This is an optimization exercise on Yosys and OpenROAD, whose aim is small area, a short achievable clock period and few clock cycles, not a production implementation.
In this exercise RTL edits were held to simulation tests only and were not proved equivalent to the original.
No activity file was given, so power comes from the tool's default toggle rates.

## eac3lc
module eac3lc (
    input  wire        clk,
    input  wire        rst,
    input  wire        host_req,
    input  wire        host_we,
    input  wire        host_buf,
    input  wire [7:0]  host_addr,
    input  wire [31:0] host_wdata,
    output reg  [31:0] host_rdata,
    output wire        busy
);
Size in the first run: roughly 920 flip-flops, roughly 78 I/O pins.
Settings: LEC_CHECK=0, CAP_MARGIN=20, CORE_MARGIN=2, CORE_UTILIZATION=55, CTS_BUF_LIST=sky130_fd_sc_hd__clkbuf_8, CTS_CLUSTER_SIZE=24, PLACE_DENSITY=0.65, SLEW_MARGIN=20; clock period 12.0 ns.
standard.sh (not shown) runs the stock make flow with config.mk's settings and CLKGATE_MAP_FILE= SYNTH_SCRIPT=/design/flow/synth_recipe.tcl, a recipe that flattens the netlist after the stock synthesis.
==> flow/flow/run.sh <==
#!/bin/bash
# The standard layout, with the timing repair aiming 8 ns below the clock
# period, free to resize cells across footprints, and buf_4 port buffers.
# Each step's full output stays in the ORFS logs under orfs/logs; make's own
# output goes to make.log.
set -euo pipefail
bash standard.sh SETUP_SLACK_MARGIN=8 MATCH_CELL_FOOTPRINT=0 \
  "BUFFER_PORTS_ARGS=-buffer_cell sky130_fd_sc_hd__buf_4" finish > make.log 2>&1
Testbench counts at the start, summed over its fixed seeds: cycles 26,169.
Change:
==> flow/flow/run.sh (replaced) <==
#!/bin/bash
# The standard layout, with the timing repair aiming 8 ns below the clock
# period and free to resize cells across footprints. Each step's full output
# stays in the ORFS logs under orfs/logs; make's own output goes to make.log.
set -euo pipefail
bash standard.sh SETUP_SLACK_MARGIN=8 MATCH_CELL_FOOTPRINT=0 finish > make.log 2>&1
--- a/flow/config.mk
+++ b/flow/config.mk
@@ -10,4 +10,4 @@
-export CORE_UTILIZATION = 55
-export CTS_BUF_LIST = sky130_fd_sc_hd__clkbuf_8
-export CTS_CLUSTER_SIZE = 24
-export PLACE_DENSITY = 0.65
+export CORE_UTILIZATION = 40
+export CTS_CLUSTER_DIAMETER = 60
+export CTS_CLUSTER_SIZE = 20
+export PLACE_DENSITY = 0.5
The new run completed with no timing, DRC or antenna violations.
Combinational power rose by 4.6%.
Via count is lower by about 1%.
Power is higher by 3.5%.
Flip-flop and latch count does not change.
Change:
--- a/flow/config.mk
+++ b/flow/config.mk
@@ -7,0 +8 @@
+export ABC_AREA = 1
@@ -11,2 +11,0 @@
-export CTS_CLUSTER_DIAMETER = 60
-export CTS_CLUSTER_SIZE = 20
=>
- The changed run ran to the end with no violations
- utilization grows by 1.5 points
- sequential share of layout area shrinks by 1.2 points
- via count grows by 4.6%
- final area grows by 2.9%
- area after synthesis shrinks by 0.49%
- routed wire length grows by 9.6%
- final cell count grows by 7.6%
- register-to-register slack loses 30 ps
- power grows by 3.9%
- first-iteration DRC count shrinks by 1.4%
- global-route usage grows by 3.1 points

eac3lc again, from the RTL that the note above started with.
// eac3lc
module eac3lc (
    input  wire        clk,
    input  wire        rst,
    input  wire        host_req,
    input  wire        host_we,
    input  wire        host_buf,
    input  wire [7:0]  host_addr,
    input  wire [31:0] host_wdata,
    output reg  [31:0] host_rdata,
    output wire        busy
);
    localparam [31:0] ID_VALUE = 32'h4C433136;
    localparam [3:0] R_ID = 4'h0, R_CMD = 4'h1, R_STATUS = 4'h2, R_LEN = 4'h3,
                     R_ARG_A = 4'h4, R_ARG_B = 4'h5, R_ARG_C = 4'h6, R_RESULT = 4'h7,
                     R_FCOUNT = 4'h8, R_TRIM = 4'h9, R_CURSOR = 4'hA, R_CAP = 4'hB;
    localparam [3:0] O_OK = 4'h0, O_NO_SYNC = 4'h1, O_TRUNCATED = 4'h2, O_RESYNC_EXH = 4'h3,
                     O_NOT_FOUND = 4'h4, O_ILLEGAL = 4'h5;
    localparam [3:0] S_BT0  = 4'd0,     
                     S_BT1  = 4'd1,     
                     S_BT2  = 4'd2,     
                     S_CR1  = 4'd3,     
                     S_CRC  = 4'd4,     
                     S_SCAN = 4'd5,     
                     S_FJ   = 4'd6,     
                     S_STRM = 4'd7,     
                     S_FINW = 4'd8,     
  ...
export LEC_CHECK = 0
export CAP_MARGIN = 20
export CORE_MARGIN = 2
export CORE_UTILIZATION = 40
export PLACE_DENSITY = 0.5
export SLEW_MARGIN = 20
create_clock -name core_clock -period 12.0 [get_ports {clk}]
==> flow/flow/run.sh <==
#!/bin/bash
# The standard layout, with the timing repair aiming 8 ns below the clock
# period, free to resize cells across footprints, and buf_4 port buffers.
# Each step's full output stays in the ORFS logs under orfs/logs; make's own
# output goes to make.log.
set -euo pipefail
bash standard.sh SETUP_SLACK_MARGIN=8 MATCH_CELL_FOOTPRINT=0 \
  "BUFFER_PORTS_ARGS=-buffer_cell sky130_fd_sc_hd__buf_4" finish > make.log 2>&1
The first run finished clean.
Testbench counts at the start, summed over its fixed seeds: cycles 26,169.
Edit:
--- a/flow/flow/run.sh
+++ b/flow/flow/run.sh
@@ -3 +3 @@
-# period, free to resize cells across footprints, and buf_4 port buffers.
+# period, free to resize cells across footprints, and buf_2 port buffers.
@@ -8 +8 @@
-  "BUFFER_PORTS_ARGS=-buffer_cell sky130_fd_sc_hd__buf_4" finish > make.log 2>&1
+  "BUFFER_PORTS_ARGS=-buffer_cell sky130_fd_sc_hd__buf_2" finish > make.log 2>&1
CORE_UTILIZATION = 55   (was 40)
CTS_BUF_LIST = sky130_fd_sc_hd__clkbuf_4 sky130_fd_sc_hd__clkbuf_8   (was unset)
CTS_CLUSTER_SIZE = 30   (was unset)
PLACE_DENSITY = 0.65   (was 0.5)
Effect: Hold slack stays flat; cell count drops by 6.0%; count of clock-buffer cells in the layout climbs by 82; area after synthesis is unchanged; design area drops by 3.1%; combinational power drops by 3.6%; setup slack loses 240 ps; utilization climbs by 16 points; register-to-register slack gains 40 ps; sequential power barely changes; global-route usage climbs by 8.1 points.
Edit:
==> flow/flow/run.sh (replaced) <==
#!/bin/bash
# The standard layout, with the timing repair aiming 8 ns below the clock
# period and free to resize cells across footprints. Each step's full output
# stays in the ORFS logs under orfs/logs; make's own output goes to make.log.
set -euo pipefail
bash standard.sh SETUP_SLACK_MARGIN=8 MATCH_CELL_FOOTPRINT=0 finish > make.log 2>&1
CORE_UTILIZATION = 40   (was 55)
CTS_BUF_LIST = unset   (was sky130_fd_sc_hd__clkbuf_4 sky130_fd_sc_hd__clkbuf_8)
CTS_CLUSTER_DIAMETER = 45   (was unset)
CTS_CLUSTER_SIZE = 24   (was 30)
PLACE_DENSITY = 0.5   (was 0.65)
Worst hold slack stays flat.
Global-route usage fell by 8.0 points.
Utilization shrinks by 14 points.
Fmax goes up by 6.5%.
Total power came out higher by 15%.
Count of clock-buffer cells in the layout goes down by 70.
Edit:
CTS_CLUSTER_DIAMETER = unset   (was 45)
CTS_CLUSTER_SIZE = unset   (was 24)
Routed wire length shrinks slightly.
Worst hold slack is about the same.
Total power shrinks by roughly a tenth.
Register-to-register slack gets worse by 30 ps.
Cell area fell by a few percent.
Worst setup slack is about the same.
Clock-buffer cell count falls by 10.
Synthesized cell count is unchanged.

## afterwards: timing with drivers on the ports
The flow's constraints put no driver on any port. The routed layouts listed below were extracted and timed again, unchanged, in two steps.
Step 1 (the two cells are an assumption about what drives the block):
set clk [get_ports {clk}]
set_driving_cell -lib_cell sky130_fd_sc_hd__clkbuf_16 $clk
set_driving_cell -lib_cell sky130_fd_sc_hd__buf_2 [delete_from_list [all_inputs] $clk]
Step 2 adds t to the input delays and takes it off the output delays; t is the mean of the earliest and latest rising clock arrival at the registers after step 1. Input paths then give back, and output paths get back, about the clock's delay inside the block.
Three values: ideal ports, drivers, drivers and shift; two values: the first two.
run | t, ns | slack for setup (ns) | worst setup path after step 2 | worst register clock-pin slew, ns | cell pins on the clock port's net
the first run of note 1 | 0.899 | 7.050 / 6.981 / 7.183 | input to register | 0.07 / 0.07 | 1
the second run of note 1 | 0.757 | 7.461 / 7.383 / 7.192 | input to register | 0.09 / 0.09 | 1
the third run of note 1 | 0.766 | 7.670 / 7.670 / 7.167 | input to register | 0.07 / 0.07 | 1
the first run of note 2 | 0.773 | 7.410 / 7.332 / 7.185 | input to register | 0.07 / 0.07 | 1
the second run of note 2 | 0.910 | 7.174 / 7.108 / 7.103 | input to register | 0.07 / 0.07 | 1
the third run of note 2 | 0.824 | 7.468 / 7.390 / 7.160 | input to register | 0.07 / 0.07 | 1
the fourth run of note 2 | 0.772 | 7.469 / 7.389 / 7.227 | input to register | 0.06 / 0.06 | 1
After both steps setup and hold are still met in every run listed. The setup slack of the third run of note 1, which loses most, moves by 0.000 ns with the drivers and by -0.503 ns with both steps.
